This design comes from an exercise in tuning for small area on the open sky130 flow, not from production work. RTL that was checked went through simulation tests only; none was proved equivalent to the original. No functional check of the RTL was part of runs 4 to 7. No activity file was given, so power comes from the tool's default toggle rates.

==> flow/design.v <==
module fde_core (
    input  wire        clk,
    input  wire        rst,            
    input  wire [7:0]  key,            
    output wire [7:0]  mem_addr,
    output wire        mem_we,
    output wire [15:0] mem_wdata,
    input  wire [15:0] mem_rdata,
    output reg  [15:0] out_data,
    output reg         out_valid,
    output reg  [15:0] disp_data,
    output reg         disp_data_valid,
    output reg  [15:0] disp_ctrl,
    output reg         disp_ctrl_valid,
    output reg         halted,
    output reg  [1:0]  fault,
    output wire [15:0] fault_info
);
    localparam [4:0] C_NOP = 5'h00, C_LDA = 5'h01, C_ADD = 5'h02, C_SUB = 5'h03,
                     C_STA = 5'h04, C_LDI = 5'h05, C_JMP = 5'h06, C_JC  = 5'h07,
                     C_JZ  = 5'h08, C_SHL = 5'h09, C_SHR = 5'h0A, C_KEY = 5'h0B,
                     C_OUT = 5'h0E, C_HLT = 5'h0F, C_PSH = 5'h10, C_POP = 5'h11,
                     C_CAL = 5'h12, C_RET = 5'h13, C_LSP = 5'h14, C_DSD = 5'h15,
                     C_DSC = 5'h16;
    reg [7:0]  pc;
    reg [7:0]  mar;
    reg [4:0]  opc;
    reg [15:0] a;
    reg        az;
    reg        c;
    reg        z;
    reg [3:0]  sp;
    reg [3:0]  cnt;
    reg        t;
    assign fault_info = a;
    wire run   = !halted;
    wire c0    = (cnt == 4'd0);
    wire c14   = (cnt == 4'd14);
    wire fetch = (cnt == 4'd15);
    wire o_lda = (opc == C_LDA);
    wire o_add = (opc == C_ADD);
    wire o_sub = (opc == C_SUB);
    wire o_sta = (opc == C_STA);
    wire o_ldi = (opc == C_LDI);
    wire o_jmp = (opc == C_JMP);
    wire o_jc  = (opc == C_JC);
    wire o_jz  = (opc == C_JZ);
    wire o_shl = (opc == C_SHL);
    wire o_shr = (opc == C_SHR);
    wire o_key = (opc == C_KEY);
    wire o_out = (opc == C_OUT);
    wire o_hlt = (opc == C_HLT);
    wire o_psh = (opc == C_PSH);
    wire o_pop = (opc == C_POP);
    wire o_cal = (opc == C_CAL);
    wire o_ret = (opc == C_RET);
    wire o_lsp = (opc == C_LSP);
    wire o_dsd = (opc == C_DSD);
    wire o_dsc = (opc == C_DSC);
    wire o_inv = (opc == 5'h0C) || (opc == 5'h0D) || (opc >= 5'h17);
    wire        kill = rst || az || o_cal;
    wire [15:0] am   = a & {16{!kill}};
    wire [7:0] f_op  = mem_rdata[15:8];
    wire       f_stk = (f_op[7:2] == 6'b000100);    
    wire       f_pop = f_stk && f_op[0];             
    wire [3:0] sp_nx = sp + {f_pop, f_pop, f_pop, 1'b1};
    wire hi_nz   = (mem_rdata[15:8] != 8'd0);
    wire ret_flt = o_ret && (fetch ? fault[1] : hi_nz);
    wire mar_sel = (o_lda || o_add || o_sub || o_sta || o_psh || o_pop || o_ret) ? !fetch
                                                                                 : (o_cal && c0);
    assign mem_addr = mar_sel ? mar : pc;
    wire [7:0] pc_inc = pc + 8'd1;
    assign mem_we    = run && c0 && (o_sta || o_psh || o_cal);
    assign mem_wdata = {am[15:8], am[7:0] | (pc_inc & {8{o_cal}})};
    wire [15:0] rvec = {t, mem_rdata[14:0]};
    wire [3:0]  ridx = {cnt[3] ^ o_inv, cnt[2:0]};
    wire        rbit = rvec[ridx];
    wire        kbit = key[cnt[2:0]];
    wire        bop  = o_shl ? am[0] : (rbit ^ o_sub);
    wire        cin  = c0 ? o_sub : c;
    wire        sum  = am[0] ^ bop ^ cin;
    wire        cout = (am[0] & bop) | (am[0] & cin) | (bop & cin);
    reg newbit;
    always @* begin
        if (o_add || o_sub || o_shl) newbit = sum;
        else if (o_shr)              newbit = am[1] && !fetch;
        else if (o_ldi || o_inv)     newbit = rbit && !cnt[3];
        else if (o_key)              newbit = kbit && !cnt[3];
        else                         newbit = rbit;    
    end
    wire ashift = run && (o_lda || o_add || o_sub || o_ldi || o_shl || o_shr ||
                          o_key || o_pop || o_inv || ret_flt);
    wire flags  = o_add || o_sub || o_shl || o_shr;
    wire take = o_jmp || (o_jc && c) || (o_jz && z) || o_cal || (o_ret && !hi_nz);
    wire ld_out = run && c0 && o_out;
    wire ld_dsd = run && c0 && o_dsd;
    wire ld_dsc = run && c0 && o_dsc;
    always @(posedge clk) begin
        t <= mem_rdata[15];
        if (ashift) a <= {newbit, a[15:1]};
        if (rst || ld_out) out_data  <= am;
        if (rst || ld_dsd) disp_data <= am;
        if (rst || ld_dsc) disp_ctrl <= am;
        if (fetch) mar <= f_stk ? {4'hF, f_pop ? sp_nx : sp} : mem_rdata[7:0];
        if (rst) begin
            pc              <= 8'd0;
            opc             <= C_NOP;
            az              <= 1'b1;
            c               <= 1'b0;
            z               <= 1'b0;
            sp              <= 4'd0;
            cnt             <= 4'd15;
            halted          <= 1'b0;
            fault           <= 2'd0;
            out_valid       <= 1'b0;
            disp_data_valid <= 1'b0;
            disp_ctrl_valid <= 1'b0;
        end else begin
            cnt             <= cnt + 4'd1;
            out_valid       <= ld_out;
            disp_data_valid <= ld_dsd;
            disp_ctrl_valid <= ld_dsc;
            if (fetch) opc <= (f_op[7:5] != 3'd0) ? 5'h1F : f_op[4:0];
            if (run) begin
                if (ashift && fetch) az <= 1'b0;
                if (flags) begin
                    if (o_shr) begin
                        if (c0) c <= am[0];
                    end else begin
                        c <= cout;
                    end
                    z <= (c0 || z) && !newbit;
                end
                if (fetch && f_stk) sp <= sp_nx;
                if (c0 && o_lsp)    sp <= am[3:0];
                if (c14) pc <= take ? mem_rdata[7:0] : pc_inc;
                if (c14 && o_inv)   fault <= 2'd1;
                if (c14 && ret_flt) fault <= 2'd3;
                if ((c0 && o_hlt) || (fetch && fault[0])) halted <= 1'b1;
            end
        end
    end
endmodule
==> flow/run.sh <==
#!/bin/bash
# synth_recipe.tcl (not shown) runs the flow's synth.tcl, then flattens the netlist and writes it again
# the make line also repeats each setting of config.mk as NAME=value (left out here)
make -C /OpenROAD-flow-scripts/flow DESIGN_CONFIG=/design/flow/config.mk WORK_HOME=/design/flow/orfs CLKGATE_MAP_FILE= SYNTH_SCRIPT=/design/flow/synth_recipe.tcl finish
==> flow/config.mk <==
export PLATFORM = sky130hd
export DESIGN_NAME = fde_core
export DESIGN_NICKNAME = fde_core
export VERILOG_FILES = /design/flow/design.v
export SDC_FILE = /design/flow/constraint.sdc
export NUM_CORES = 4
export LEC_CHECK = 0
export ABC_AREA = 1
export CAP_MARGIN = 20
export CORE_MARGIN = 2
export CORE_UTILIZATION = 40
export CTS_BUF_LIST = sky130_fd_sc_hd__clkbuf_8
export PLACE_DENSITY = 0.6
export SLEW_MARGIN = 20
==> flow/constraint.sdc <==
create_clock -name core_clock -period 7.0 [get_ports {clk}]
set_input_delay 1.4000 -clock core_clock [delete_from_list [all_inputs] [get_ports {clk}]]
set_output_delay 1.4000 -clock core_clock [all_outputs]
set_load 0.01 [all_outputs]
==> results of run 1 <==
==> per-stage QoR <==
step	std cells	power, mW	utilization	hold WS, ns	worst slack (ns)
2_1_floorplan	517	1.007	-	0.4439	3.450
3_3_place_gp	765	1.222	0.5130	0.4673	1.860
3_5_place_dp	765	1.225	0.5130	0.4678	1.825
4_1_cts	781	1.574	0.5282	0.4963	1.810
5_1_grt	781	1.646	0.5282	0.5082	1.652
6_report	781	1.564	0.5282	0.4899	1.818
==> area by class of cell <==
class	instances	area (um2)	share of cell area
repair buffers	121	1209	0.1921
multi-input cells	314	1633	0.2595
clock inverters	7	56.30	0.008950
inverters	80	302.8	0.04813
flip-flops and latches	103	2783	0.4423
well taps	147	183.9	0.02924
clock buffers	9	123.9	0.01969
==> flip-flops by register name, summed over array words and instances, names as in the netlist, 2 cells and up <==
signal	flops
a	16
cnt	4
disp_ctrl	16
disp_data	16
fault	2
mar	8
opc	5
out_data	16
pc	8
sp	4
==> routing by layer <==
layer,vias up,global-route usage,routed length [um]
met4,0,0.07317,132
met2,143,0.3210,5988
met3,12,0.03294,878
li1,1940,-,-
met1,1843,0.2648,5686
met5,-,0,0
==> kinds of logic (layout without fill, tap and decap cells) <==
| family | after synthesis | count (layout) |
|---|---|---|
| fa+ha+maj | 8 | 8 |
| xor+xnor | 9 | 9 |
| flops | 103 | 103 |
| simple gates | 213 | 213 |
| buf+inv | 100 | 217 |
| compound gates | 84 | 84 |
==> worst max-delay path, stage by stage <==
cell and delay [ns]:
clkdlybuf4s50_1 0.39, buf_4 0.22, nor2_1 0.14, nand2_2 0.27, nor2_1 0.41, inv_1 0.13, o21ai_0 0.18, clkdlybuf4s50_1 0.62
==> final timing paths <==
kind | startpoint | to | slack [ns] | cells past startpoint
worst max-delay path | rst | mem_wdata[0] | 1.82 | 8
worst max register to register | cnt[0] | a[10] | 3.74 | 7
worst min-delay path | a[10] | a[9] | 0.49 | 0
worst min register to register | a[10] | a[9] | 0.49 | 0
==> cell usage in the layout (no fill, tap or decap), types with 4 or more instances in the layout <==
master | synthesis | final
o211ai_1 | 6 | 6
nor3_1 | 4 | 4
ha_1 | 6 | 6
inv_1 | 72 | 72
clkbuf_8 | 0 | 9
edfxtp_1 | 72 | 72
inv_2 | 5 | 5
nand4_1 | 5 | 5
o22ai_1 | 4 | 4
clkdlybuf4s50_1 | 0 | 120
nand3_1 | 38 | 38
dfxtp_1 | 31 | 31
a221oi_1 | 4 | 4
xor2_1 | 7 | 7
nand2_1 | 113 | 113
o21ai_0 | 30 | 30
nor2_1 | 32 | 32
or2_2 | 5 | 5
a21oi_1 | 28 | 28
==> power groups by stage <==
stage                     Combinational (mW)  Clock [mW]  Sequential [mW]
after floorplan                        0.185           0            0.822
after detailed placement               0.411           0            0.814
after CTS                              0.412       0.362            0.800
after global placement                 0.409           0            0.812
final                                  0.409       0.355            0.799
after global routing                   0.451       0.386            0.809
==> summary.txt, run 1 <==
* Mean Syn Cell Area at 9.351 um2
* Yosys reg bits at 103
* Endpoints failing hold at 0
* Final Net Count at 663
* GRT Util Overall at 0.1968
* Sw frac at 0.3203
* Worst vdd ir at 79.63 uV
* Dominant cell type by area after synthesis: edfxtp_1
* Wire per inst at 16.24 um
* Simple-Gate Fraction of Synth Area at 0.1969
* Max-slew violations at 0
* Top cells by area, synth: edfxtp_1 45%, dfxtp_1 13%, nand2_1 8.8%, inv_1 5.6%, nand3_1 3.9%
* Combinational family with the most area after synthesis: simple AND/OR/NAND/NOR gates
* Global-route wire length before repair at 19780 um
* Cell Rows at 40
* Outcome: finished clean
* Core area at 0.01191 mm2
* Clk buf depth at 2
* DIE WIDTH at 113.9 um
* Final setup vio count at 0
* Setup crit start kind: primary input
* Setup crit end kind: primary output
* Post-DR vias/cell at 5.042
* Count leader, synth: nand2_1
* Critical path class: in -> out
* Largest net degree at the start of global routing at 25
* Final period util at 0.7403
* Synth Flop Type: edfxtp_1
* Cell variety after synth at 42
* CTS resizes at 0
* Number of CTS-inserted buffers at 9
* Final min period at 5.182 ns
* Total grt overflow at 0
* Post-route DRC at 0
* Worst relative slew slack at 0.3316
* Seq pwr share at 0.511
* RSZ-0062 raised after global routing: no
* Post-Syn Area at 0.004835 mm2
* Post-route cell area at 0.006291 mm2
* Logic gate share of total power at 0.262
* Register area share after synthesis at 0.5756
* DP HPWL at 9636 um
* Mux share of post-synthesis cell area at 0
* Synth top area share at 0.4472
* Fmax at 193.0 MHz
* Worst-path clk slew at 0.11 ns
* Postcts setup bufs at 0
* Starting density of the core at 0.4059
* Vias in the first global route at 3776
* Ports at 121
* Switching pwr at 0.5009 mW
* Setup TNS at 0 ns
* CTS HTree Levels at 3
* CTS tree: yes
* Hold buffers post-CTS at 0
* Clk latency of the worst-skew pair at 0.37 ns
* Final Skew at 0.01819 ns
* Post-synthesis net count at 551
* Routed vias at 3938
* Pre-Repair DR Iteration Count at 5
* # fillers at 1121
* Routability cong. at 0.8576
* Synth warn at 1
* PwrDens at 248.6 mW/mm2
* CTS root buf: clkbuf_8
* Adder-Cell Fraction of Synth Area at 0.02381
* DP Area at 0.006111 mm2
* ANT cells at 0
* Worst EP required at 5.60 ns
* Clock power share at 0.227
* Post-Syn Instances at 517
* Max cap viols at 0
* Leak Pwr at 2.551 nW
* Die Y at 113.9 um
* Initial antenna violation count at 0
* Crit path DAT at 3.78 ns
* Initial DRC Count at 257
* Crit Path Max Fanout at 24
* Die area at 0.01298 mm2
* Routed wire length at 12690 um
* Routed Antenna Nets at 0
* Post-synth EDFFs at 72
* Post-synth ARST share at 0
* Clk sinks at 103
* Synth Area in XOR/XNOR at 0.01630
* Worst-margin pin slew at 0.9994 ns
* Internal cell power at 1.063 mW
* Layout cells sized above 1 at 0.06625
* Port-buffer cells at 120
* Synth cell count leaders: 113 x nand2_1, 72 x edfxtp_1, 72 x inv_1
* Area Overhead vs Synth at 30.12%
* Hold WC Path Type: reg -> reg
* Compound-gate portion of the synthesized area at 0.09938
==> inputs of run 2 (changes only) <==
==> flow/flow/run.sh (new file) <==
#!/bin/bash
# Standard layout, with the port buffers made of the smallest buffer cell.
set -euo pipefail
export BUFFER_PORTS_ARGS="-buffer_cell sky130_fd_sc_hd__buf_1"
bash standard.sh > standard.log 2>&1
==> flow/standard.sh (new file) <==
#!/bin/bash
# synth_recipe.tcl (not shown) runs the flow's synth.tcl, then flattens the netlist and writes it again
# the make line also repeats each setting of config.mk as NAME=value (left out here)
make -C /OpenROAD-flow-scripts/flow DESIGN_CONFIG=/design/flow/config.mk WORK_HOME=/design/flow/orfs CLKGATE_MAP_FILE= SYNTH_SCRIPT=/design/flow/synth_recipe.tcl "${@:-finish}"
removed: flow/run.sh
==> run 2 against run 1 <==
  * Clock skew shrank 0.0022 ns
  * Critical path depth unchanged
  * Clock power shrank 3%
  * Synthesized area unchanged
  * Sequential share of layout area is 6.1 points higher
  * First-iteration DRC count grew 14%
  * Combinational power is 23% lower
  * Still clean on timing, DRC and antenna
  * Via count about the same
  * Total power is 6.9% lower
  * Die area unchanged
==> summary.txt, run 2 <==
* Crit path cell chain: buf_1 -> buf_4 -> nor2_1 -> nand2_2 -> nor2_1 -> inv_1 -> o21ai_0 -> buf_1 (was clkdlybuf4s50_1 -> buf_4 -> nor2_1 -> nand2_2 -> nor2_1 -> inv_1 -> o21ai_0 -> clkdlybuf4s50_1)
* Register area share after synthesis at 0.5756 (unchanged)
* Cell variety after synth at 42 (unchanged)
* Vias in the first global route at 3726 (was 3776)
* Cell Rows at 40 (unchanged)
* Die Y at 113.9 um (unchanged)
* Clock power share at 0.236 (was 0.227)
* Slowest CP cell: nor2_1 (was clkdlybuf4s50_1)
* Yosys reg bits at 103 (unchanged)
* Cell family with most CP delay: simple AND/OR/NAND/NOR gates (was buffers and inverters)
* Commonest non-fill, non-tap cell in the layout: buf_1 (was clkdlybuf4s50_1)
* Synth cell count leaders: 113 x nand2_1, 72 x edfxtp_1, 72 x inv_1 (unchanged)
* Post-synth EDFFs at 72 (unchanged)
* Routability cong. at 0.8666 (was 0.8576)
* Final period util at 0.6349 (was 0.7403)
* Final Hold Slack at 0.4773 ns (was 0.4899 ns)
* Critical path class: in -> out (unchanged)
* Setup crit end kind: primary output (unchanged)
* Logic gate share of total power at 0.215 (was 0.262)
* Post-synth ARST share at 0 (unchanged)
* Post-synthesis net count at 551 (unchanged)
* Endpoints failing hold at 0 (unchanged)
* Compound-gate portion of the synthesized area at 0.09938 (unchanged)
* Worst vdd ir at 76.20 uV (was 79.63 uV)
* Final Skew at 0.01600 ns (was 0.01819 ns)
* Clk sinks at 103 (unchanged)
* CTS tree: yes (unchanged)
* Post-Syn Instances at 517 (unchanged)
* Routed vias at 3935 (was 3938)
* CTS resizes at 0 (unchanged)
* Port-buffer cells at 120 (unchanged)
* Final setup vio count at 0 (unchanged)
* Total grt overflow at 0 (unchanged)
* CTS HTree Levels at 3 (unchanged)
* Pre-Repair DR Iteration Count at 5 (unchanged)
* Switching pwr at 0.4897 mW (was 0.5009 mW)
* Number of CTS-inserted buffers at 9 (unchanged)
* Final min period at 4.444 ns (was 5.182 ns)
* Clk latency of the worst-skew pair at 0.38 ns (was 0.37 ns)
* Synth warn at 1 (unchanged)
* Mux share of post-synthesis cell area at 0 (unchanged)
* Final Net Count at 663 (unchanged)
* Routed Antenna Nets at 0 (unchanged)
* Sw frac at 0.3363 (was 0.3203)
* Count leader, synth: nand2_1 (unchanged)
* Non-filler instance count after layout at 781 (unchanged)
* Hold WC Path Type: reg -> reg (unchanged)
* Worst relative slew slack at 0.3510 (was 0.3316)
* Combinational family with the most area after synthesis: simple AND/OR/NAND/NOR gates (unchanged)
* Synth Area in XOR/XNOR at 0.01630 (unchanged)
* Hold Crit Start: fault[0] (was a[10])
* Post-DR vias/cell at 5.038 (was 5.042)
* Setup crit start kind: primary input (unchanged)
* Worst-path clk slew at 0.10 ns (was 0.11 ns)
* Post-Syn Area at 0.004835 mm2 (unchanged)
* Sum of buffers and inverters on the critical path at 4 (unchanged)
* GRT Util Overall at 0.1878 (was 0.1968)
* Power Total at 1.456 mW (was 1.564 mW)
* Leak Pwr at 2.243 nW (was 2.551 nW)
* Ports at 121 (unchanged)
* Synth top area share at 0.4472 (unchanged)
* Die area at 0.01298 mm2 (unchanged)
* Dominant cell type by area after synthesis: edfxtp_1 (unchanged)
* Core area at 0.01191 mm2 (unchanged)
* Global-route wire length before repair at 19090 um (was 19780 um)
* Seq pwr share at 0.549 (was 0.511)
* Post-route cell area at 0.005533 mm2 (was 0.006291 mm2)
* Initial antenna violation count at 0 (unchanged)
* Synth Flop Type: edfxtp_1 (unchanged)
* Worst EP required at 5.60 ns (about the same)
* Post-route DRC at 0 (unchanged)
* Largest net degree at the start of global routing at 25 (unchanged)
* DIE WIDTH at 113.9 um (unchanged)
* Top cells by area, synth: edfxtp_1 45%, dfxtp_1 13%, nand2_1 8.8%, inv_1 5.6%, nand3_1 3.9% (unchanged)
* Worst-margin pin slew at 0.9705 ns (was 0.9994 ns)
* Wire per inst at 15.67 um (was 16.24 um)
* DP HPWL at 9145 um (was 9636 um)
* Setup TNS at 0 ns (unchanged)
* Initial DRC Count at 292 (was 257)
* # fillers at 1186 (was 1121)
* Placed insts at 765 (unchanged)
* Layout cells sized above 1 at 0.06625 (unchanged)
* Max cap viols at 0 (unchanged)
* PwrDens at 263.2 mW/mm2 (was 248.6 mW/mm2)
* DP Area at 0.005360 mm2 (was 0.006111 mm2)
* Postcts setup bufs at 0 (unchanged)
* Max-slew violations at 0 (unchanged)
* Area Overhead vs Synth at 14.44% (was 30.12%)
* Simple-Gate Fraction of Synth Area at 0.1969 (unchanged)
* ANT cells at 0 (unchanged)
* Internal cell power at 0.9664 mW (was 1.063 mW)
* Adder-Cell Fraction of Synth Area at 0.02381 (unchanged)
* Clk buf depth at 2 (unchanged)
* RSZ-0062 raised after global routing: no (unchanged)
* Starting density of the core at 0.4059 (unchanged)
* Routed wire length at 12240 um (was 12690 um)
* Crit Path Max Fanout at 24 (unchanged)
* Critical Path Max Stage Delay at 0.44 ns (was 0.62 ns)
* Mean Syn Cell Area at 9.351 um2 (unchanged)
* Most frequent cells in the layout: 120 x buf_1, 113 x nand2_1, 73 x inv_1, 72 x edfxtp_1, 38 x nand3_1 (was 120 x clkdlybuf4s50_1, 113 x nand2_1, 72 x inv_1, 72 x edfxtp_1, 38 x nand3_1)
* Outcome: finished clean (unchanged)
* R2R Path Start: cnt[0] (unchanged)
* Crit path DAT at 3.04 ns (was 3.78 ns)
* Hold buffers post-CTS at 0 (unchanged)
* CP startpoint: rst (unchanged)
* Fmax at 225.0 MHz (was 193.0 MHz)
* CTS root buf: clkbuf_8 (unchanged)
==> run 2: cell count changes in the layout (fill, tap and decap cells not counted), sizes merged <==
cell and delta:
buf +120, clkdlybuf4s50 -120, clkinv -1, clkinvlp +1
==> run 2: cells by family after synthesis <==
family | count (synthesis)
xor+xnor | 9
compound gates | 84
fa+ha+maj | 8
flops | 103
buf+inv | 100
simple gates | 213
==> run 2: power by group through the flow <==
stage	registers (mW)	clock network, mW	logic [mW]
after floorplan	0.822	0	0.185
after global placement	0.813	0	0.311
after detailed placement	0.814	0	0.314
after CTS	0.800	0.354	0.315
after global routing	0.810	0.375	0.354
final	0.799	0.344	0.313
==> run 2: worst register-to-register path: cells and delay by family (launching register included) <==
kind | cells | cell delay [ns]
flip-flops | 1 | 0.63
AO/OA/AOI/OAI | 1 | 0.81
AND/OR/NAND/NOR | 3 | 0.82
adder cells (fa/ha/maj) | 1 | 0.24
buffers and inverters | 2 | 0.33
==> run 2: final cells by class <==
cell class / count / area (um2) / area share
clock buffer: 9 / 123.9 / 0.02239
tap: 147 / 183.9 / 0.03324
sequential: 103 / 2783 / 0.5029
multi-input combinational: 314 / 1633 / 0.2951
clock inverter: 7 / 48.80 / 0.008820
inverter: 80 / 302.8 / 0.05473
timing repair buffer: 121 / 457.9 / 0.08277
==> run 2: worst paths after layout <==
kind             endpoint  slack, ns  cells past startpoint
max          mem_wdata[0]       2.56                      8
min              fault[0]       0.48                      2
max reg2reg          a[8]       3.80                      7
min reg2reg      fault[0]       0.48                      2
==> run 2: through the flow <==
stage	util	setup slack (ns)
final	0.4645	2.556
after global routing	0.4645	2.368
after CTS	0.4645	2.554
after detailed placement	0.4500	2.580
after global placement	0.4500	2.614
after floorplan	-	3.450
==> run 2: layer usage <==
metal,vias to the layer above,part of all wire,track usage
met5,-,0,0
met4,0,0.017,0.06423
met3,15,0.066,0.03932
met2,162,0.45,0.2996
met1,1823,0.47,0.2554
li1,1935,-,-
==> inputs of run 3 (changes only) <==
--- a/flow/design.v
+++ b/flow/design.v
@@ -7,11 +7,11 @@
     output wire [15:0] mem_wdata,
     input  wire [15:0] mem_rdata,
     output reg  [15:0] out_data,
-    output reg         out_valid,
+    output wire        out_valid,
     output reg  [15:0] disp_data,
-    output reg         disp_data_valid,
+    output wire        disp_data_valid,
     output reg  [15:0] disp_ctrl,
-    output reg         disp_ctrl_valid,
+    output wire        disp_ctrl_valid,
     output reg         halted,
     output reg  [1:0]  fault,
     output wire [15:0] fault_info
@@ -95,6 +95,10 @@
     wire ld_out = run && c0 && o_out;
     wire ld_dsd = run && c0 && o_dsd;
     wire ld_dsc = run && c0 && o_dsc;
+    wire c1 = (cnt == 4'd1);
+    assign out_valid       = run && c1 && o_out;
+    assign disp_data_valid = run && c1 && o_dsd;
+    assign disp_ctrl_valid = run && c1 && o_dsc;
     always @(posedge clk) begin
         t <= mem_rdata[15];
         if (ashift) a <= {newbit, a[15:1]};
@@ -112,14 +116,8 @@
             cnt             <= 4'd15;
             halted          <= 1'b0;
             fault           <= 2'd0;
-            out_valid       <= 1'b0;
-            disp_data_valid <= 1'b0;
-            disp_ctrl_valid <= 1'b0;
         end else begin
             cnt             <= cnt + 4'd1;
-            out_valid       <= ld_out;
-            disp_data_valid <= ld_dsd;
-            disp_ctrl_valid <= ld_dsc;
             if (fetch) opc <= (f_op[7:5] != 3'd0) ? 5'h1F : f_op[4:0];
             if (run) begin
                 if (ashift && fetch) az <= 1'b0;
==> flow/flow/run.sh (replaced) <==
#!/bin/bash
# The standard layout (standard.sh), with two changes:
#  - synthesis maps logic with an area-oriented ABC script (flow/abc_area.script,
#    used through ABC_AREA=1) instead of ORFS's, which buffers and upsizes;
#  - the port buffers are the smallest buffer cell.
set -euo pipefail
here=$(pwd)
rm -rf "$here/scripts"
cp -r "$FLOW_HOME/scripts" "$here/scripts"
cp "$here/flow/abc_area.script" "$here/scripts/abc_area.script"
export SCRIPTS_DIR="$here/scripts"
export BUFFER_PORTS_ARGS="-buffer_cell sky130_fd_sc_hd__buf_1"
bash standard.sh > "$here/standard.log" 2>&1
==> flow/flow/abc_area.script (new file) <==
strash
&get -n
&deepsyn -T 20
&put
dch -f
amap
==> run 3 against run 2 <==
  * Still clean on timing, DRC and antenna
  * Final cell count down 12%
  * Die area down 8.0%
  * Maximum frequency down 1.1%
  * Synthesized area down 8.3%
  * Sequential power down 6.8%
  * First-iteration DRC count down 34%
  * Critical path depth down 1
  * Routed wire length down 4.2%
  * Register-to-register slack worse by 0.28 ns
  * Hold slack better by 0.0047 ns
  * Utilization up 2.0 points
==> summary.txt, run 3 <==
* Routed wire length at 11720 um (was 12240 um)
* Routed Antenna Nets at 0 (unchanged)
* Top cells by area, synth: edfxtp_1 49%, dfxtp_1 13%, nor2_1 5.4%, clkinv_1 5.0%, o21ai_0 2.6% (was edfxtp_1 45%, dfxtp_1 13%, nand2_1 8.8%, inv_1 5.6%, nand3_1 3.9%)
* Cell Rows at 38 (was 40)
* Largest net degree at the start of global routing at 20 (was 25)
* CTS tree: yes (unchanged)
* Synth cell count leaders: 72 x edfxtp_1, 64 x nor2_1, 59 x clkinv_1 (was 113 x nand2_1, 72 x edfxtp_1, 72 x inv_1)
* Post-synth ARST share at 0 (unchanged)
* Critical path class: in -> out (unchanged)
* Max-slew violations at 0 (unchanged)
* Port-buffer cells at 120 (unchanged)
* Worst EP required at 5.60 ns (about the same)
* Ports at 121 (unchanged)
* Hold WC Path Type: reg -> reg (unchanged)
* Yosys reg bits at 100 (was 103)
* Die Y at 109.3 um (was 113.9 um)
* Worst relative slew slack at 0.3176 (was 0.3510)
* Post-Syn Area at 0.004432 mm2 (was 0.004835 mm2)
* RSZ-0062 raised after global routing: no (unchanged)
* Global-route wire length before repair at 17860 um (was 19090 um)
* Clk buf depth at 2 (unchanged)
* Final setup vio count at 0 (unchanged)
* Final Net Count at 579 (was 663)
* Area Overhead vs Synth at 18.58% (was 14.44%)
* Leak Pwr at 1.769 nW (was 2.243 nW)
* PwrDens at 268.9 mW/mm2 (was 263.2 mW/mm2)
* Crit path DAT at 3.09 ns (was 3.04 ns)
* Clk sinks at 100 (was 103)
* Wire per inst at 17.01 um (was 15.67 um)
* Final Skew at 0.01280 ns (was 0.01600 ns)
* Total grt overflow at 0 (unchanged)
* Cell variety after synth at 37 (was 42)
* Worst-margin pin slew at 1.023 ns (was 0.9705 ns)
* Post-route cell area at 0.005255 mm2 (was 0.005533 mm2)
* Post-synth EDFFs at 72 (unchanged)
* Final min period at 4.495 ns (was 4.444 ns)
* Power Total at 1.413 mW (was 1.456 mW)
* Endpoints failing hold at 0 (unchanged)
* DIE WIDTH at 109.3 um (was 113.9 um)
* Vias in the first global route at 3420 (was 3726)
* Final period util at 0.6421 (was 0.6349)
* Setup crit end kind: primary output (unchanged)
* Starting density of the core at 0.4088 (was 0.4059)
* Synth top area share at 0.4879 (was 0.4472)
* Synth Flop Type: edfxtp_1 (unchanged)
* Die area at 0.01194 mm2 (was 0.01298 mm2)
* Postcts setup bufs at 0 (unchanged)
* Post-DR vias/cell at 5.263 (was 5.038)
* # fillers at 1061 (was 1186)
* Initial DRC Count at 193 (was 292)
* ANT cells at 0 (unchanged)
* Core area at 0.01084 mm2 (was 0.01191 mm2)
* Register area share after synthesis at 0.6143 (was 0.5756)
* Fmax at 222.5 MHz (was 225.0 MHz)
* CTS root buf: clkbuf_8 (unchanged)
* DP Area at 0.005039 mm2 (was 0.005360 mm2)
* Clk latency of the worst-skew pair at 0.37 ns (was 0.38 ns)
* Post-Syn Instances at 417 (was 517)
* Routability cong. at 0.8873 (was 0.8666)
* Final Hold Slack at 0.4820 ns (was 0.4773 ns)
* Routed vias at 3626 (was 3935)
* Post-route DRC at 0 (unchanged)
* Commonest non-fill, non-tap cell in the layout: buf_1 (unchanged)
* DP HPWL at 8739 um (was 9145 um)
* Hold buffers post-CTS at 0 (unchanged)
* Max cap viols at 0 (unchanged)
* Initial antenna violation count at 0 (unchanged)
* Mean Syn Cell Area at 10.63 um2 (was 9.351 um2)
* Count leader, synth: edfxtp_1 (was nand2_1)
* Post-synthesis net count at 452 (was 551)
* Crit Path Max Fanout at 18 (was 24)
* Worst-path clk slew at 0.10 ns (about the same)
* Outcome: finished clean (unchanged)
* Worst vdd ir at 114.1 uV (was 76.20 uV)
* Layout cells sized above 1 at 0.04189 (was 0.06625)
* Setup TNS at 0 ns (unchanged)
* GRT Util Overall at 0.1991 (was 0.1878)
* Synth warn at 1 (unchanged)
* CTS resizes at 0 (unchanged)
* CTS HTree Levels at 3 (unchanged)
* Dominant cell type by area after synthesis: edfxtp_1 (unchanged)
* Most frequent cells in the layout: 120 x buf_1, 72 x edfxtp_1, 64 x nor2_1, 59 x clkinv_1, 28 x dfxtp_1 (was 120 x buf_1, 113 x nand2_1, 73 x inv_1, 72 x edfxtp_1, 38 x nand3_1)
* Pre-Repair DR Iteration Count at 5 (unchanged)
* Number of CTS-inserted buffers at 9 (unchanged)
* Setup crit start kind: primary input (unchanged)
## run 3: cell count changes after synthesis, moves of 7 or more
cell and delta:
a21oi_1 -7, clkinv_1 +57, inv_1 -72, nand2_1 -90
nand3_1 -30, nor2_1 +32, nor2b_1 +11, nor3_1 +9
o21ai_0 -7, o22a_1 +9, o22ai_1 +12, xor2_1 -7
## run 3: worst paths after layout
| path | start | cells past startpoint | endpoint | slack [ns] |
|---|---|---|---|---|
| hold / removal | a[13] | 0 | a[12] | 0.48 |
| setup / recovery | rst | 7 | mem_wdata[3] | 2.51 |
| setup reg to reg | opc[1] | 15 | z | 3.52 |
| hold reg to reg | a[13] | 0 | a[12] | 0.48 |
## run 3: power by group
group	internal (mW)	switching [mW]
logic	0.0833	0.183
clock network	0.175	0.226
registers	0.706	0.0390
total	0.965	0.448
## run 3: cell families after synthesis
kind of cell             synth area share
adder cells (fa/ha/maj)           0.02880
flip-flops                         0.6143
AO/OA/AOI/OAI                      0.1499
AND/OR/NAND/NOR                    0.1434
buffers and inverters             0.06352
## run 3: layout make-up
cell class / instances / area (um2) / share of cell area
clock buffer: 9 / 123.9 / 0.02357
sequential: 100 / 2723 / 0.5181
inverter: 59 / 221.5 / 0.04214
multi-input combinational: 250 / 1439 / 0.2738
clock inverter: 7 / 92.59 / 0.01762
tap: 140 / 175.2 / 0.03333
timing repair buffer: 124 / 480.5 / 0.09143
## run 3: stage by stage
stage	instances	utilization	setup slack, ns
after floorplan	417	-	2.602
after global placement	673	0.4648	2.539
after detailed placement	673	0.4648	2.478
after CTS	689	0.4848	2.466
after global routing	689	0.4848	2.277
final	689	0.4848	2.505
## run 3: per-layer routing
layer | routed length (um) | track usage | up-vias
li1 | - | - | 1764
met1 | 5050 | 0.2622 | 1718
met2 | 5827 | 0.3292 | 131
met3 | 725 | 0.04184 | 13
met4 | 118 | 0.06329 | 0
met5 | 0 | 0 | -
## run 3: critical path, stage by stage
cell and delay (ns):
buf_1 0.07, buf_4 0.18, nor2_1 0.22, nand2_1 0.41, nor2b_1 0.43, o21bai_1 0.20
buf_1 0.19
==> inputs of run 4 (changes only) <==
--- a/flow/design.v
+++ b/flow/design.v
@@ -91,7 +91,7 @@
     wire ashift = run && (o_lda || o_add || o_sub || o_ldi || o_shl || o_shr ||
                           o_key || o_pop || o_inv || ret_flt);
     wire flags  = o_add || o_sub || o_shl || o_shr;
-    wire take = o_jmp || (o_jc && c) || (o_jz && z) || o_cal || (o_ret && !hi_nz);
+    wire take = o_jmp || (o_jc && c) || (o_jz && z) || o_cal || o_ret;
     wire ld_out = run && c0 && o_out;
     wire ld_dsd = run && c0 && o_dsd;
     wire ld_dsc = run && c0 && o_dsc;
@@ -119,19 +119,19 @@
         end else begin
             cnt             <= cnt + 4'd1;
             if (fetch) opc <= (f_op[7:5] != 3'd0) ? 5'h1F : f_op[4:0];
+            if (ashift && fetch) az <= 1'b0;
+            if (flags) begin
+                if (o_shr) begin
+                    if (c0) c <= am[0];
+                end else begin
+                    c <= cout;
+                end
+                z <= (c0 || z) && !newbit;
+            end
+            if (fetch && f_stk) sp <= sp_nx;
+            if (c0 && o_lsp)    sp <= am[3:0];
+            if (c14) pc <= take ? mem_rdata[7:0] : pc_inc;
             if (run) begin
-                if (ashift && fetch) az <= 1'b0;
-                if (flags) begin
-                    if (o_shr) begin
-                        if (c0) c <= am[0];
-                    end else begin
-                        c <= cout;
-                    end
-                    z <= (c0 || z) && !newbit;
-                end
-                if (fetch && f_stk) sp <= sp_nx;
-                if (c0 && o_lsp)    sp <= am[3:0];
-                if (c14) pc <= take ? mem_rdata[7:0] : pc_inc;
                 if (c14 && o_inv)   fault <= 2'd1;
                 if (c14 && ret_flt) fault <= 2'd3;
                 if ((c0 && o_hlt) || (fetch && fault[0])) halted <= 1'b1;
==> flow/flow/abc_area.script (replaced) <==
strash
&get -n
&deepsyn -T 30
&dch -f
&nf -R 1000 -a
&put
==> run 4 against run 3 <==
  * Synthesized area shrank 1.4%
  * Synthesized cell count down 13%
  * Flip-flop and latch count unchanged
  * Maximum frequency decreased by 2.8%
  * Combinational power fell by 4%
  * Total power rose by 0.79%
  * Final cell count decreased by 8.6%
  * Worst setup slack worse by 0.13 ns
  * Largest cell class unchanged
==> summary.txt, run 4 <==
* Outcome: finished clean (unchanged)
* Register area share after synthesis at 0.6233 (was 0.6143)
* Layout cells sized above 1 at 0.04286 (was 0.04189)
* Pre-Repair DR Iteration Count at 4 (was 5)
* Post-place setup slack at 2.362 ns (was 2.478 ns)
* Leak Pwr at 1.850 nW (was 1.769 nW)
* Final Net Count at 521 (was 579)
* Vias in the first global route at 3133 (was 3420)
* Endpoints failing hold at 0 (unchanged)
* DIE WIDTH at 108.5 um (was 109.3 um)
* Routed wire length at 10850 um (was 11720 um)
* Starting density of the core at 0.4065 (was 0.4088)
* DP Area at 0.004952 mm2 (was 0.005039 mm2)
* Switching pwr at 0.4182 mW (was 0.4480 mW)
* Synth warn at 1 (unchanged)
* Port-buffer cells at 120 (unchanged)
* CTS resizes at 0 (unchanged)
* Initial antenna violation count at 0 (unchanged)
* Crit Path Max Fanout at 14 (was 18)
* Cell Rows at 38 (unchanged)
* Non-filler instance count after layout at 630 (was 689)
* ANT cells at 0 (unchanged)
* Hold WC Path Type: reg -> reg (unchanged)
* Slowest CP cell: clkinv_1 (was nor2b_1)
* Die area at 0.01177 mm2 (was 0.01194 mm2)
* Post-route DRC at 0 (unchanged)
* Worst-path clk slew at 0.10 ns (about the same)
* CTS tree: yes (unchanged)
* Total grt overflow at 0 (unchanged)
* Critical path class: reg -> out (was in -> out)
* Synth Flop Type: edfxtp_1 (unchanged)
* Ports at 121 (unchanged)
* Hold buffers post-CTS at 0 (unchanged)
* Synth cell count leaders: 72 x edfxtp_1, 42 x nor2_1, 28 x dfxtp_1 (was 72 x edfxtp_1, 64 x nor2_1, 59 x clkinv_1)
* CTS root buf: clkbuf_8 (unchanged)
* Cell variety after synth at 45 (was 37)
* Setup crit end kind: primary output (unchanged)
* Commonest non-fill, non-tap cell in the layout: buf_1 (unchanged)
* Global-route wire length before repair at 16480 um (was 17860 um)
* Post-synth EDFFs at 72 (unchanged)
* CTS HTree Levels at 3 (unchanged)
* Die Y at 108.5 um (was 109.3 um)
* Internal cell power at 1.006 mW (was 0.9649 mW)
* Clk sinks at 100 (unchanged)
* PwrDens at 275.3 mW/mm2 (was 268.9 mW/mm2)
* Final Hold Slack at 0.4643 ns (was 0.4820 ns)
* Post-DR vias/cell at 5.303 (was 5.263)
* Dominant cell type by area after synthesis: edfxtp_1 (unchanged)
* # fillers at 1014 (was 1061)
* Routability cong. at 0.9101 (was 0.8873)
* Worst vdd ir at 110.8 uV (was 114.1 uV)
* Fmax at 216.2 MHz (was 222.5 MHz)
* RSZ-0062 raised after global routing: no (unchanged)
* Top cells by area, synth: edfxtp_1 49%, dfxtp_1 13%, nor2_1 3.6%, and3_1 2.6%, o21ai_0 2.4% (was edfxtp_1 49%, dfxtp_1 13%, nor2_1 5.4%, clkinv_1 5.0%, o21ai_0 2.6%)
* Area Overhead vs Synth at 18.42% (was 18.58%)
* Crit path DAT at 3.22 ns (was 3.09 ns)
* Post-synthesis net count at 396 (was 452)
* Setup crit start kind: flop (was primary input)
* Initial DRC Count at 178 (was 193)
* Seq pwr share at 0.542 (was 0.528)
* Post-Syn Area at 0.004368 mm2 (was 0.004432 mm2)
* Power Total at 1.424 mW (was 1.413 mW)
* Worst-margin pin slew at 1.021 ns (was 1.023 ns)
* Setup TNS at 0 ns (unchanged)
* GRT Util Overall at 0.1856 (was 0.1991)
* Critical Path Max Stage Delay at 0.55 ns (was 0.43 ns)
* Mean Syn Cell Area at 12.10 um2 (was 10.63 um2)
* Max cap viols at 0 (unchanged)
* Largest net degree at the start of global routing at 25 (was 20)
* Final core utilization at 0.4814 (was 0.4848)
* Final Skew at 0.01235 ns (was 0.01280 ns)
* Routed Antenna Nets at 0 (unchanged)
* Core area at 0.01075 mm2 (was 0.01084 mm2)
* Wire per inst at 17.22 um (was 17.01 um)
* Final period util at 0.6606 (was 0.6421)
* DP HPWL at 7797 um (was 8739 um)
* Yosys reg bits at 100 (unchanged)
* Synth top area share at 0.4950 (was 0.4879)
* Final setup vio count at 0 (unchanged)
* Post-Syn Instances at 361 (was 417)
* Post-route cell area at 0.005172 mm2 (was 0.005255 mm2)
* Number of CTS-inserted buffers at 9 (unchanged)
* Worst relative slew slack at 0.3189 (was 0.3176)
* Max-slew violations at 0 (unchanged)
* Crit path cell chain: ha_1 -> nand3_1 -> clkinv_1 -> nor2_1 -> o211a_1 -> mux2_1 -> buf_1 (was buf_1 -> buf_4 -> nor2_1 -> nand2_1 -> nor2b_1 -> o21bai_1 -> buf_1)
* Clk latency of the worst-skew pair at 0.36 ns (was 0.37 ns)
* Post-synth ARST share at 0 (unchanged)
* Postcts setup bufs at 0 (unchanged)
* Clk buf depth at 2 (unchanged)
* Final min period at 4.624 ns (was 4.495 ns)
* Count leader, synth: edfxtp_1 (unchanged)
* Worst EP required at 5.60 ns (about the same)
* Placed insts at 615 (was 673)
* Clock power share at 0.279 (was 0.284)
* Routed vias at 3341 (was 3626)
* Logic gate share of total power at 0.179 (was 0.189)
* Sw frac at 0.2936 (was 0.3171)
* Fin worst setup slack at 2.376 ns (was 2.505 ns)
* Most frequent cells in the layout: 120 x buf_1, 72 x edfxtp_1, 41 x nor2_1, 28 x dfxtp_1, 23 x nand2_1 (was 120 x buf_1, 72 x edfxtp_1, 64 x nor2_1, 59 x clkinv_1, 28 x dfxtp_1)
## run 4: final timing paths
| check | slack (ns) | to | cells past startpoint | startpoint |
|---|---|---|---|---|
| worst max-delay path | 2.38 | mem_addr[3] | 7 | cnt[0] |
| worst min-delay path | 0.46 | fault[0] | 2 | fault[0] |
| worst max register to register | 3.47 | z | 11 | opc[1] |
| worst min register to register | 0.46 | fault[0] | 2 | fault[0] |
## run 4: area by class of cell
type                    count  area, um2  area share
clock buffers               9      123.9     0.02395
clock inverters             6      88.84     0.01717
inverters                  11      41.29    0.007983
multi-input cells         242       1555      0.3007
flip-flops and latches    100       2723      0.5264
well taps                 140      175.2     0.03387
repair buffers            122      465.4     0.08999
## run 4: logic make-up (layout without fill, tap and decap cells)
logic type                 Yosys count  after routing  share of synthesized area
xor gates and xnor gates            10             10                    0.02005
adders and majority gates            9              9                    0.02922
buffers and inverters               19            148                    0.02320
AOI/OAI and AO/OA                   79             79                     0.1197
muxes                               12             12                    0.03552
DFF                                100            100                     0.6233
and+or+nand+nor                    132            132                     0.1490
## run 4: routing by layer
metal,vias up,part of all wire,global-route usage,wire (um)
met3,11,0.068,0.03797,737
met4,0,0.013,0.06410,137
li1,1605,-,-,-
met2,108,0.47,0.2902,5087
met5,-,0,0,0
met1,1617,0.45,0.2575,4886
## run 4: power groups by stage
stage          sequential [mW]  clock [mW]  combinational [mW]
2_1_floorplan            0.791           0               0.139
3_3_place_gp             0.784           0               0.256
3_5_place_dp             0.784           0               0.257
4_1_cts                  0.772       0.404               0.258
5_1_grt                  0.780       0.430               0.282
6_report                 0.772       0.397               0.255
## run 4: worst max-delay path, delay by kind of cell (launching register included)
family / cells / cell delay (ns)
buf+inv: 2 / 0.68
flops: 1 / 0.43
mux: 1 / 0.38
compound gates: 1 / 0.47
simple gates: 2 / 0.61
fa+ha+maj: 1 / 0.28
==> inputs of run 5 (changes only) <==
--- a/flow/config.mk
+++ b/flow/config.mk
@@ -6,9 +6,10 @@
 export NUM_CORES = 4
 export LEC_CHECK = 0
 export ABC_AREA = 1
-export CAP_MARGIN = 20
+export CAP_MARGIN = 0
 export CORE_MARGIN = 2
 export CORE_UTILIZATION = 40
 export CTS_BUF_LIST = sky130_fd_sc_hd__clkbuf_8
+export GPL_TIMING_DRIVEN = 0
 export PLACE_DENSITY = 0.6
-export SLEW_MARGIN = 20
+export SLEW_MARGIN = 0
==> run 5 against run 4 <==
  * Critical path type is now in -> out
  * Critical path depth fell by 2
  * Register-to-register slack got worse by 0.14 ns
  * Largest power group unchanged
  * Die area did not move
  * Utilization rose by 0.44 points
  * Sequential share of layout area fell by 0.48 points
  * Synthesized cell count did not move
  * Sequential power barely moved
  * Clock power fell by 3%
  * Total power fell by 0.61%
  * Routed wire length rose by 0.55%
==> summary.txt, run 5 <==
* Final min period at 5.021 ns (was 4.624 ns)
* Postcts setup bufs at 0 (unchanged)
* Mean Syn Cell Area at 12.10 um2 (unchanged)
* Slowest CP cell: nor2_1 (was clkinv_1)
* Die area at 0.01177 mm2 (unchanged)
* Routability cong. at 0.9336 (was 0.9101)
* CTS root buf: clkbuf_8 (unchanged)
* Post-synth ARST share at 0 (unchanged)
* Max-slew violations at 0 (unchanged)
* Port-buffer cells at 120 (unchanged)
* ANT cells at 0 (unchanged)
* Leak Pwr at 1.889 nW (was 1.850 nW)
* Sum of buffers and inverters on the critical path at 2 (unchanged)
* Simple-Gate Fraction of Synth Area at 0.1490 (unchanged)
* Routed vias at 3365 (was 3341)
* Synth cell count leaders: 72 x edfxtp_1, 42 x nor2_1, 28 x dfxtp_1 (unchanged)
* Top cells by area, synth: edfxtp_1 49%, dfxtp_1 13%, nor2_1 3.6%, and3_1 2.6%, o21ai_0 2.4% (unchanged)
* Max cap viols at 0 (unchanged)
* Setup crit start kind: primary input (was flop)
* Worst relative slew slack at 0.2638 (was 0.3189)
* Routed wire length at 10910 um (was 10850 um)
* CTS resizes at 0 (unchanged)
* PwrDens at 271.1 mW/mm2 (was 275.3 mW/mm2)
* Post-DR vias/cell at 5.274 (was 5.303)
* Cell variety after synth at 45 (unchanged)
* Hold path cells at 2 (unchanged)
* Crit Path Max Fanout at 22 (was 14)
* Post-Syn Instances at 361 (unchanged)
* Fmax at 199.2 MHz (was 216.2 MHz)
* Critical path class: in -> out (was reg -> out)
* Area Overhead vs Synth at 19.51% (was 18.42%)
* Vias in the first global route at 3164 (was 3133)
* Post-synth EDFFs at 72 (unchanged)
* Post-route DRC at 0 (unchanged)
* Register area share after synthesis at 0.6233 (unchanged)
* Die Y at 108.5 um (unchanged)
* Synth Area in XOR/XNOR at 0.02005 (unchanged)
* Post-Syn Area at 0.004368 mm2 (unchanged)
* Initial antenna violation count at 0 (unchanged)
* Worst-margin pin slew at 1.100 ns (was 1.021 ns)
* DP HPWL at 7955 um (was 7797 um)
* Starting density of the core at 0.4065 (unchanged)
* Yosys reg bits at 100 (unchanged)
* Layout cells sized above 1 at 0.05622 (was 0.04286)
* R2R depth at 11 (unchanged)
* Critical Path Max Stage Delay at 0.98 ns (was 0.55 ns)
* Synth warn at 1 (unchanged)
* CP dominant cell by count: buf_1
* Final Skew at 0.01105 ns (was 0.01235 ns)
* Mux share of post-synthesis cell area at 0.03552 (unchanged)
* Initial DRC Count at 159 (was 178)
* Synth top area share at 0.4950 (unchanged)
* Placed insts at 622 (was 615)
* Total grt overflow at 0 (unchanged)
* DIE WIDTH at 108.5 um (unchanged)
* Adder-Cell Fraction of Synth Area at 0.02922 (unchanged)
* Count leader, synth: edfxtp_1 (unchanged)
* Clk sinks at 100 (unchanged)
* Crit path DAT at 3.62 ns (was 3.22 ns)
* Compound-gate portion of the synthesized area at 0.1197 (unchanged)
* Routed Antenna Nets at 0 (unchanged)
* Hold WC Path Type: reg -> reg (unchanged)
* Worst vdd ir at 117.9 uV (was 110.8 uV)
* Number of CTS-inserted buffers at 9 (unchanged)
* Worst EP required at 5.60 ns (about the same)
* Synth Flop Type: edfxtp_1 (unchanged)
* RSZ-0062 raised after global routing: no (unchanged)
* Final setup vio count at 0 (unchanged)
* Dominant cell type by area after synthesis: edfxtp_1 (unchanged)
* Setup crit end kind: primary output (unchanged)
* Cell family with most CP delay: simple AND/OR/NAND/NOR gates (was buffers and inverters)
* Cell Rows at 38 (unchanged)
* Ports at 121 (unchanged)
* Hold buffers post-CTS at 0 (unchanged)
* Commonest non-fill, non-tap cell in the layout: buf_1 (unchanged)
* Final Net Count at 528 (was 521)
* Final period util at 0.7173 (was 0.6606)
* CTS tree: yes (unchanged)
* Combinational family with the most area after synthesis: simple AND/OR/NAND/NOR gates (unchanged)
* Crit path cell chain: buf_1 -> nor2_1 -> and3_1 -> o21bai_1 -> buf_1 (was ha_1 -> nand3_1 -> clkinv_1 -> nor2_1 -> o211a_1 -> mux2_1 -> buf_1)
* WP depth at 5 (was 7)
* # fillers at 1012 (was 1014)
* CTS HTree Levels at 3 (unchanged)
* Non-filler instance count after layout at 638 (was 630)
* Worst-path clk slew at 0.09 ns (was 0.10 ns)
* Pre-Repair DR Iteration Count at 5 (was 4)
* Endpoints failing hold at 0 (unchanged)
* Core area at 0.01075 mm2 (unchanged)
* GRT Util Overall at 0.1869 (was 0.1856)
* Global-route wire length before repair at 16660 um (was 16480 um)
* Setup TNS at 0 ns (unchanged)
* Wire per inst at 17.10 um (was 17.22 um)
* Largest net degree at the start of global routing at 25 (unchanged)
* Most frequent cells in the layout: 120 x buf_1, 72 x edfxtp_1, 41 x nor2_1, 28 x dfxtp_1, 23 x nand2_1 (unchanged)
* Post-synthesis net count at 396 (unchanged)
* Clk buf depth at 2 (unchanged)
* Outcome: finished clean (unchanged)
* Clk latency of the worst-skew pair at 0.37 ns (was 0.36 ns)
[run 5: changes by cell type in the layout (fill, tap and decap cells not counted), sizes merged]
| cell | delta |
|---|---|
| buf | +7 |
| bufinv | -1 |
| clkinv | -1 |
| inv | +3 |
[run 5: kinds of logic after synthesis]
group | after synthesis
AND/OR/NAND/NOR | 132
flip-flops | 100
AO/OA/AOI/OAI | 79
buffers and inverters | 19
multiplexers | 12
XOR/XNOR | 10
adder cells (fa/ha/maj) | 9
[run 5: final timing paths]
check | endpoint | from | slack, ns
setup / recovery | mem_wdata[1] | rst | 1.98
hold / removal | fault[0] | fault[0] | 0.47
setup reg to reg | z | opc[1] | 3.33
hold reg to reg | fault[0] | fault[0] | 0.47
[run 5: per-layer routing]
metal	track usage	routed length, um	vias to the layer above
met5	0	0	-
met4	0.07601	210	0
met3	0.03737	625	16
met2	0.2929	5240	114
met1	0.2545	4831	1610
li1	-	-	1625
[run 5: worst min-delay path, cell delays in order, from the launching register on]
cell      delay, ns
dfxtp_1        0.34
clkinv_1       0.05
a21oi_1        0.04
[run 5: report_power, final]
part / switching, mW / total (mW) / internal, mW
logic: 0.170 / 0.259 / 0.0889
registers: 0.0513 / 0.769 / 0.718
clock network: 0.215 / 0.387 / 0.172
[run 5: final cells by class]
cell class,count,area [um2],area share
Clock inverter,7,81.33,0.01558
Clock buffer,9,123.9,0.02373
Timing Repair Buffer,121,465.4,0.08917
Tap cell,140,175.2,0.03356
Buffer,8,60.06,0.01151
Inverter,11,41.29,0.007910
Multi-Input combinational cell,242,1550,0.2970
Sequential cell,100,2723,0.5216
[run 5: metrics by stage]
step                      hold WS [ns]  cell area (um2)    util  power (mW)  setup slack, ns
after floorplan                 0.4450             4368       -      0.9297            3.322
after global routing            0.5054             5220  0.4858       1.483            1.827
after CTS                       0.4653             5218  0.4856       1.423            1.995
after global placement          0.4524             4994  0.4647       1.036            1.969
after detailed placement        0.4505             5012  0.4665       1.043            2.003
final                           0.4664             5220  0.4858       1.415            1.979
==> inputs of run 6 (changes only) <==
==> flow/flow/run.sh (replaced) <==
#!/bin/bash
# The standard layout (standard.sh), with two changes:
#  - synthesis maps logic with an area-oriented ABC script (flow/abc_area.script,
#    used through ABC_AREA=1) instead of ORFS's, which buffers and upsizes;
#  - the port buffers are the smallest buffer cell;
#  - clock tree synthesis inserts no dummy loads.
set -euo pipefail
here=$(pwd)
rm -rf "$here/scripts"
cp -r "$FLOW_HOME/scripts" "$here/scripts"
cp "$here/flow/abc_area.script" "$here/scripts/abc_area.script"
export SCRIPTS_DIR="$here/scripts"
export BUFFER_PORTS_ARGS="-buffer_cell sky130_fd_sc_hd__buf_1"
export CTS_ARGS="-sink_clustering_enable -repair_clock_nets -buf_list sky130_fd_sc_hd__clkbuf_8 -dont_use_dummy_load"
bash standard.sh > "$here/standard.log" 2>&1
--- a/flow/config.mk
+++ b/flow/config.mk
@@ -6,10 +6,9 @@
 export NUM_CORES = 4
 export LEC_CHECK = 0
 export ABC_AREA = 1
-export CAP_MARGIN = 0
+export CAP_MARGIN = 20
 export CORE_MARGIN = 2
 export CORE_UTILIZATION = 40
 export CTS_BUF_LIST = sky130_fd_sc_hd__clkbuf_8
-export GPL_TIMING_DRIVEN = 0
 export PLACE_DENSITY = 0.6
-export SLEW_MARGIN = 0
+export SLEW_MARGIN = 20
==> run 6 against run 5 <==
  * Sequential power about the same
  * Combinational power shrank 2%
  * Largest cell class unchanged
  * Register-to-register slack gained 0.16 ns
  * Clock power decreased by 26%
  * Die area did not move
==> summary.txt, run 6 <==
* Outcome: finished clean (unchanged)
* DIE WIDTH at 108.5 um (unchanged)
* Grt met2 use at 0.2862 (was 0.2929)
* GRT Util Overall at 0.1848 (was 0.1869)
* Simple-Gate Fraction of Synth Area at 0.1490 (unchanged)
* Leak Pwr at 1.808 nW (was 1.889 nW)
* CTS resizes at 0 (unchanged)
* Post-DR vias/cell at 5.365 (was 5.274)
* Port-buffer cells at 120 (unchanged)
* Initial DRC Count at 203 (was 159)
* Post-route DRC at 0 (unchanged)
* Register area share after synthesis at 0.6233 (unchanged)
* Die Y at 108.5 um (unchanged)
* Worst r2r dst: z (unchanged)
* Post-route cell area at 0.005081 mm2 (was 0.005220 mm2)
* Number of CTS-inserted buffers at 9 (unchanged)
* Post-synth EDFFs at 72 (unchanged)
* Largest net degree at the start of global routing at 25 (unchanged)
* CTS tree: yes (unchanged)
* Vias in the first global route at 3108 (was 3164)
* Logic gate share of total power at 0.194 (was 0.183)
* CTS HTree Levels at 3 (unchanged)
* Adder-Cell Fraction of Synth Area at 0.02922 (unchanged)
* Commonest non-fill, non-tap cell in the layout: buf_1 (unchanged)
* Internal reg-to-reg setup slack at 3.49 ns (was 3.33 ns)
* Worst-path clk slew at 0.08 ns (was 0.09 ns)
* Post-Syn Area at 0.004368 mm2 (unchanged)
* CP Capture Point: mem_wdata[1] (unchanged)
* Ports at 121 (unchanged)
* Worst-margin pin slew at 1.053 ns (was 1.100 ns)
* R2R depth at 11 (unchanged)
* Setup crit end kind: primary output (unchanged)
* Pre-Repair DR Iteration Count at 5 (unchanged)
* Sw frac at 0.2974 (was 0.3087)
* Max-slew violations at 0 (unchanged)
* Worst EP required at 5.60 ns (about the same)
* CTS root buf: clkbuf_8 (unchanged)
* Busiest layer in global routing: met2 (unchanged)
* Seq pwr share at 0.588 (was 0.543)
* Synth cell count leaders: 72 x edfxtp_1, 42 x nor2_1, 28 x dfxtp_1 (unchanged)
* Count leader, synth: edfxtp_1 (unchanged)
* Mux share of post-synthesis cell area at 0.03552 (unchanged)
* Fmax at 216.0 MHz (was 199.2 MHz)
* Hold buffers post-CTS at 0 (unchanged)
* # fillers at 1025 (was 1012)
* Synth warn at 1 (unchanged)
* Post-synthesis net count at 396 (unchanged)
* Crit Path Max Fanout at 22 (unchanged)
* Core area at 0.01075 mm2 (unchanged)
* Clk buf depth at 2 (unchanged)
* Layout cells sized above 1 at 0.03099 (was 0.05622)
* Final setup vio count at 0 (unchanged)
* Total grt overflow at 0 (unchanged)
* Clk latency of the worst-skew pair at 0.36 ns (was 0.37 ns)
* Routing usage on met1 at 0.2582 (was 0.2545)
* Synth top area share at 0.4950 (unchanged)
* Switching pwr at 0.3901 mW (was 0.4370 mW)
* Area Overhead vs Synth at 16.33% (was 19.51%)
* Critical path class: in -> out (unchanged)
* CP startpoint: rst (unchanged)
* Top cells by area, synth: edfxtp_1 49%, dfxtp_1 13%, nor2_1 3.6%, and3_1 2.6%, o21ai_0 2.4% (unchanged)
* Routed Antenna Nets at 0 (unchanged)
* Worst vdd ir at 88.63 uV (was 117.9 uV)
* Internal cell power at 0.9216 mW (was 0.9784 mW)
* Synth Flop Type: edfxtp_1 (unchanged)
* Post-Syn Instances at 361 (unchanged)
* Synth Area in XOR/XNOR at 0.02005 (unchanged)
* Compound-gate portion of the synthesized area at 0.1197 (unchanged)
* R2R Path Start: opc[1] (unchanged)
* Cell Rows at 38 (unchanged)
* Worst relative slew slack at 0.2957 (was 0.2638)
* Dominant cell type by area after synthesis: edfxtp_1 (unchanged)
* PwrDens at 258.1 mW/mm2 (was 271.1 mW/mm2)
* Hold WC Path Type: reg -> reg (unchanged)
* Wire per inst at 17.26 um (was 17.10 um)
* Setup crit start kind: primary input (unchanged)
* Clk sinks at 100 (unchanged)
* ANT cells at 0 (unchanged)
* Routability cong. at 0.9101 (was 0.9336)
* Combinational family with the most area after synthesis: simple AND/OR/NAND/NOR gates (unchanged)
* Postcts setup bufs at 0 (unchanged)
* Final Skew at 0.02325 ns (was 0.01105 ns)
* DP HPWL at 7797 um (was 7955 um)
* Final period util at 0.6615 (was 0.7173)
* Most frequent cells in the layout: 120 x buf_1, 72 x edfxtp_1, 42 x nor2_1, 28 x dfxtp_1, 23 x nand2_1 (was 120 x buf_1, 72 x edfxtp_1, 41 x nor2_1, 28 x dfxtp_1, 23 x nand2_1)
* Final min period at 4.630 ns (was 5.021 ns)
* Crit path DAT at 3.23 ns (was 3.62 ns)
* Post-synth ARST share at 0 (unchanged)
* Clock power share at 0.218 (was 0.274)
* Routed vias at 3348 (was 3365)
* Global-route wire length before repair at 16400 um (was 16660 um)
* Die area at 0.01177 mm2 (unchanged)
* Starting density of the core at 0.4065 (unchanged)
* Initial antenna violation count at 0 (unchanged)
* Routed wire length at 10770 um (was 10910 um)
* Setup TNS at 0 ns (unchanged)
* Max cap viols at 0 (unchanged)
* DP Area at 0.004952 mm2 (was 0.005012 mm2)
* Endpoints failing hold at 0 (unchanged)
* RSZ-0062 raised after global routing: no (unchanged)
* Final Net Count at 521 (was 528)
* Final core utilization at 0.4729 (was 0.4858)
* Cell variety after synth at 45 (unchanged)
* Met3 layer usage reported by global route at 0.03134 (was 0.03737)
* Yosys reg bits at 100 (unchanged)
* Mean Syn Cell Area at 12.10 um2 (unchanged)
-- run 6: cell count changes in the layout (fill, tap and decap cells not counted), sizes merged --
| cell | previous run | this run |
|---|---|---|
| buf | 129 | 122 |
| bufinv | 1 | 0 |
| inv | 5 | 0 |
| clkinvlp | 1 | 0 |
-- run 6: cell families after synthesis --
| family | Yosys count |
|---|---|
| xor+xnor | 10 |
| compound gates | 79 |
| fa+ha+maj | 9 |
| buf+inv | 19 |
| mux | 12 |
| flops | 100 |
| simple gates | 132 |
-- run 6: layout make-up --
class	count	area [um2]	area share
clock buffers	9	123.9	0.02438
inverters	11	41.29	0.008126
multi-input cells	242	1553	0.3056
flip-flops and latches	100	2723	0.5358
well taps	140	175.2	0.03447
repair buffers	122	465.4	0.09160
-- run 6: critical path, stage by stage --
cell and delay, ns:
buf_1 0.07, buf_4 0.20, nor2_1 0.82, and3_1 0.40, o21bai_1 0.17, buf_1 0.17
-- run 6: power groups by stage --
| stage | combinational (mW) | clock, mW | sequential (mW) |
|---|---|---|---|
| finish | 0.255 | 0.286 | 0.771 |
| global route | 0.282 | 0.321 | 0.779 |
| CTS | 0.258 | 0.295 | 0.772 |
| detailed placement | 0.257 | 0 | 0.784 |
| global placement | 0.256 | 0 | 0.784 |
| floorplan | 0.139 | 0 | 0.791 |
-- run 6: metal layers --
layer	up-vias	wire length (um)
li1	1599	-
met1	1621	4946
met2	116	5016
met3	12	662
met4	0	143
met5	-	0
-- run 6: per-stage QoR --
step | total power [mW] | hold WS (ns) | cells | setup WS (ns)
final | 1.312 | 0.4638 | 624 | 2.370
after CTS | 1.324 | 0.4703 | 624 | 2.354
after global routing | 1.382 | 0.4974 | 624 | 2.138
after floorplan | 0.9297 | 0.4450 | 361 | 3.322
after detailed placement | 1.041 | 0.4562 | 615 | 2.362
after global placement | 1.040 | 0.4576 | 615 | 2.361
-- run 6: worst min-delay path by stage --
| stage | endpoint | depth (start not counted) | slack, ns | from |
|---|---|---|---|---|
| floorplan | sp[3] | 1 | 0.45 | sp[3] |
| global placement | sp[3] | 1 | 0.46 | sp[3] |
| detailed placement | a[8] | 0 | 0.46 | a[9] |
| CTS | fault[0] | 2 | 0.47 | fault[0] |
| global route | fault[0] | 2 | 0.50 | fault[0] |
| finish | fault[0] | 2 | 0.46 | fault[0] |
==> inputs of run 7 (changes only) <==
--- a/flow/flow/run.sh
+++ b/flow/flow/run.sh
@@ -11,5 +11,5 @@
 cp "$here/flow/abc_area.script" "$here/scripts/abc_area.script"
 export SCRIPTS_DIR="$here/scripts"
 export BUFFER_PORTS_ARGS="-buffer_cell sky130_fd_sc_hd__buf_1"
-export CTS_ARGS="-sink_clustering_enable -repair_clock_nets -buf_list sky130_fd_sc_hd__clkbuf_8 -dont_use_dummy_load"
+export CTS_ARGS="-sink_clustering_enable -repair_clock_nets -buf_list sky130_fd_sc_hd__clkbuf_16 -sink_clustering_size 25 -dont_use_dummy_load"
 bash standard.sh > "$here/standard.log" 2>&1
==> run 7 against run 6 <==
  * Routed wire length grew 0.54%
  * Synthesized area is the same
  * Combinational power is essentially flat
  * Utilization grew 0.94 points
  * Clock power grew 45%
  * Critical endpoint unchanged
  * Still clean
  * Clock-buffer cell count is the same
  * Flip-flop and latch count is the same
  * Hold slack lost 0.0047 ns
  * Largest power group unchanged
==> summary.txt, run 7 <==
* Outcome: finished clean (unchanged)
* DP HPWL at 7797 um (unchanged)
* PwrDens at 278.4 mW/mm2 (was 258.1 mW/mm2)
* Hold WC Path Type: reg -> reg (unchanged)
* Die Y at 108.5 um (unchanged)
* Post-synthesis net count at 396 (unchanged)
* Crit path cell chain: buf_1 -> buf_4 -> nor2_1 -> and3_1 -> o21bai_1 -> buf_1 (unchanged)
* Worst relative slew slack at 0.3046 (was 0.2957)
* Cell Rows at 38 (unchanged)
* Final Net Count at 521 (unchanged)
* Die area at 0.01177 mm2 (unchanged)
* Worst-margin pin slew at 1.039 ns (was 1.053 ns)
* Clk latency of the worst-skew pair at 0.34 ns (was 0.36 ns)
* CTS root buf: clkbuf_16 (was clkbuf_8)
* Top cells by area, synth: edfxtp_1 49%, dfxtp_1 13%, nor2_1 3.6%, and3_1 2.6%, o21ai_0 2.4% (unchanged)
* Initial DRC Count at 223 (was 203)
* Max-slew violations at 0 (unchanged)
* Routed Antenna Nets at 0 (unchanged)
* Critical Path Max Stage Delay at 0.80 ns (was 0.82 ns)
* Final min period at 4.623 ns (was 4.630 ns)
* Leak Pwr at 1.854 nW (was 1.808 nW)
* Setup crit start kind: primary input (unchanged)
* Port-buffer cells at 120 (unchanged)
* Layout cells sized above 1 at 0.03099 (unchanged)
* Global-route wire length before repair at 16480 um (was 16400 um)
* Starting density of the core at 0.4065 (unchanged)
* Ports at 121 (unchanged)
* Commonest non-fill, non-tap cell in the layout: buf_1 (unchanged)
* Synth top area share at 0.4950 (unchanged)
* Setup crit end kind: primary output (unchanged)
* Pre-Repair DR Iteration Count at 4 (was 5)
* CTS tree: yes (unchanged)
* Final period util at 0.6604 (was 0.6615)
* Final Skew at 0.01409 ns (was 0.02325 ns)
* Register area share after synthesis at 0.6233 (unchanged)
* Final setup vio count at 0 (unchanged)
* Initial antenna violation count at 0 (unchanged)
* Area Overhead vs Synth at 18.65% (was 16.33%)
* Final core utilization at 0.4823 (was 0.4729)
* Clk sinks at 100 (unchanged)
* Vias in the first global route at 3116 (was 3108)
* Postcts setup bufs at 0 (unchanged)
* Yosys reg bits at 100 (unchanged)
* Crit Path Max Fanout at 22 (unchanged)
* CTS resizes at 0 (unchanged)
* Number of CTS-inserted buffers at 9 (unchanged)
* Endpoints failing hold at 0 (unchanged)
* Fmax at 216.3 MHz (was 216.0 MHz)
* Post-Syn Instances at 361 (unchanged)
* Clk buf depth at 2 (unchanged)
* Routed vias at 3366 (was 3348)
* Total grt overflow at 0 (unchanged)
* Mean Syn Cell Area at 12.10 um2 (unchanged)
* Worst EP required at 5.60 ns (about the same)
* CP dominant cell by count: buf_1 (unchanged)
* Synth cell count leaders: 72 x edfxtp_1, 42 x nor2_1, 28 x dfxtp_1 (unchanged)
* Post-synth EDFFs at 72 (unchanged)
* Synth Flop Type: edfxtp_1 (unchanged)
* Slowest CP cell: nor2_1 (unchanged)
* Synth warn at 1 (unchanged)
* Crit path DAT at 3.22 ns (was 3.23 ns)
* Wire per inst at 17.35 um (was 17.26 um)
* Dominant cell type by area after synthesis: edfxtp_1 (unchanged)
* CTS HTree Levels at 3 (unchanged)
* Post-synth ARST share at 0 (unchanged)
* Worst-path clk slew at 0.06 ns (was 0.08 ns)
* RSZ-0062 raised after global routing: no (unchanged)
* Routed wire length at 10830 um (was 10770 um)
* Worst vdd ir at 104.7 uV (was 88.63 uV)
* Post-DR vias/cell at 5.394 (was 5.365)
* Routability cong. at 0.9101 (unchanged)
==> run 7: final timing paths <==
check	from	end	slack, ns	depth (start not counted)
hold / removal	fault[0]	fault[0]	0.46	2
hold reg to reg	fault[0]	fault[0]	0.46	2
setup / recovery	rst	mem_wdata[1]	2.38	6
setup reg to reg	opc[1]	z	3.48	11
==> run 7: cells by family (layout without fill, tap and decap cells) <==
family          Yosys count  count (layout)  synth area share
flops                   100             100            0.6233
xor+xnor                 10              10           0.02005
compound gates           79              79            0.1197
buf+inv                  19             142           0.02320
fa+ha+maj                 9               9           0.02922
simple gates            132             132            0.1490
mux                      12              12           0.03552
==> run 7: stage by stage <==
stage	instance area, um2	std cells	setup slack, ns	power [mW]	hold WS [ns]
2_1_floorplan	4368	361	3.322	0.9297	0.4450
4_1_cts	5177	624	2.353	1.452	0.4673
3_5_place_dp	4952	615	2.362	1.041	0.4562
5_1_grt	5182	624	2.138	1.512	0.4937
3_3_place_gp	4952	615	2.361	1.040	0.4576
6_report	5182	624	2.377	1.443	0.4591
==> run 7: metal layers <==
metal	part of all wire	track usage	routed length, um
met1	0.46	0.2585	4978
met2	0.47	0.2915	5073
met3	0.060	0.04219	654
met4	0.011	0.05128	119
met5	0	0	0
==> run 7: cell type report <==
cell class | instances | area [um2]
clock buffer | 9 | 225.2
sequential | 100 | 2723
timing repair buffer | 122 | 465.4
fill | 1004 | 5563
inverter | 11 | 41.29
multi-input combinational | 242 | 1553
tap | 140 | 175.2
==> run 7: report_power, final <==
part,switching (mW),internal (mW)
logic,0.167,0.0883
clock network,0.187,0.227
registers,0.0542,0.719
total,0.409,1.03
==> run 7: critical path, delay by kind of cell <==
| family | cells | cell delay [ns] |
|---|---|---|
| compound gates | 1 | 0.17 |
| buf+inv | 3 | 0.44 |
| simple gates | 2 | 1.20 |

Re-timed with assumed drivers on the ports (clkbuf_16 on the clock, buf_2 on other inputs), run 7 has 2.354 ns of setup slack against 2.377 ns with ideal ports, and 2.354 ns once port delays also move by the mid clock arrival of 0.370 ns.
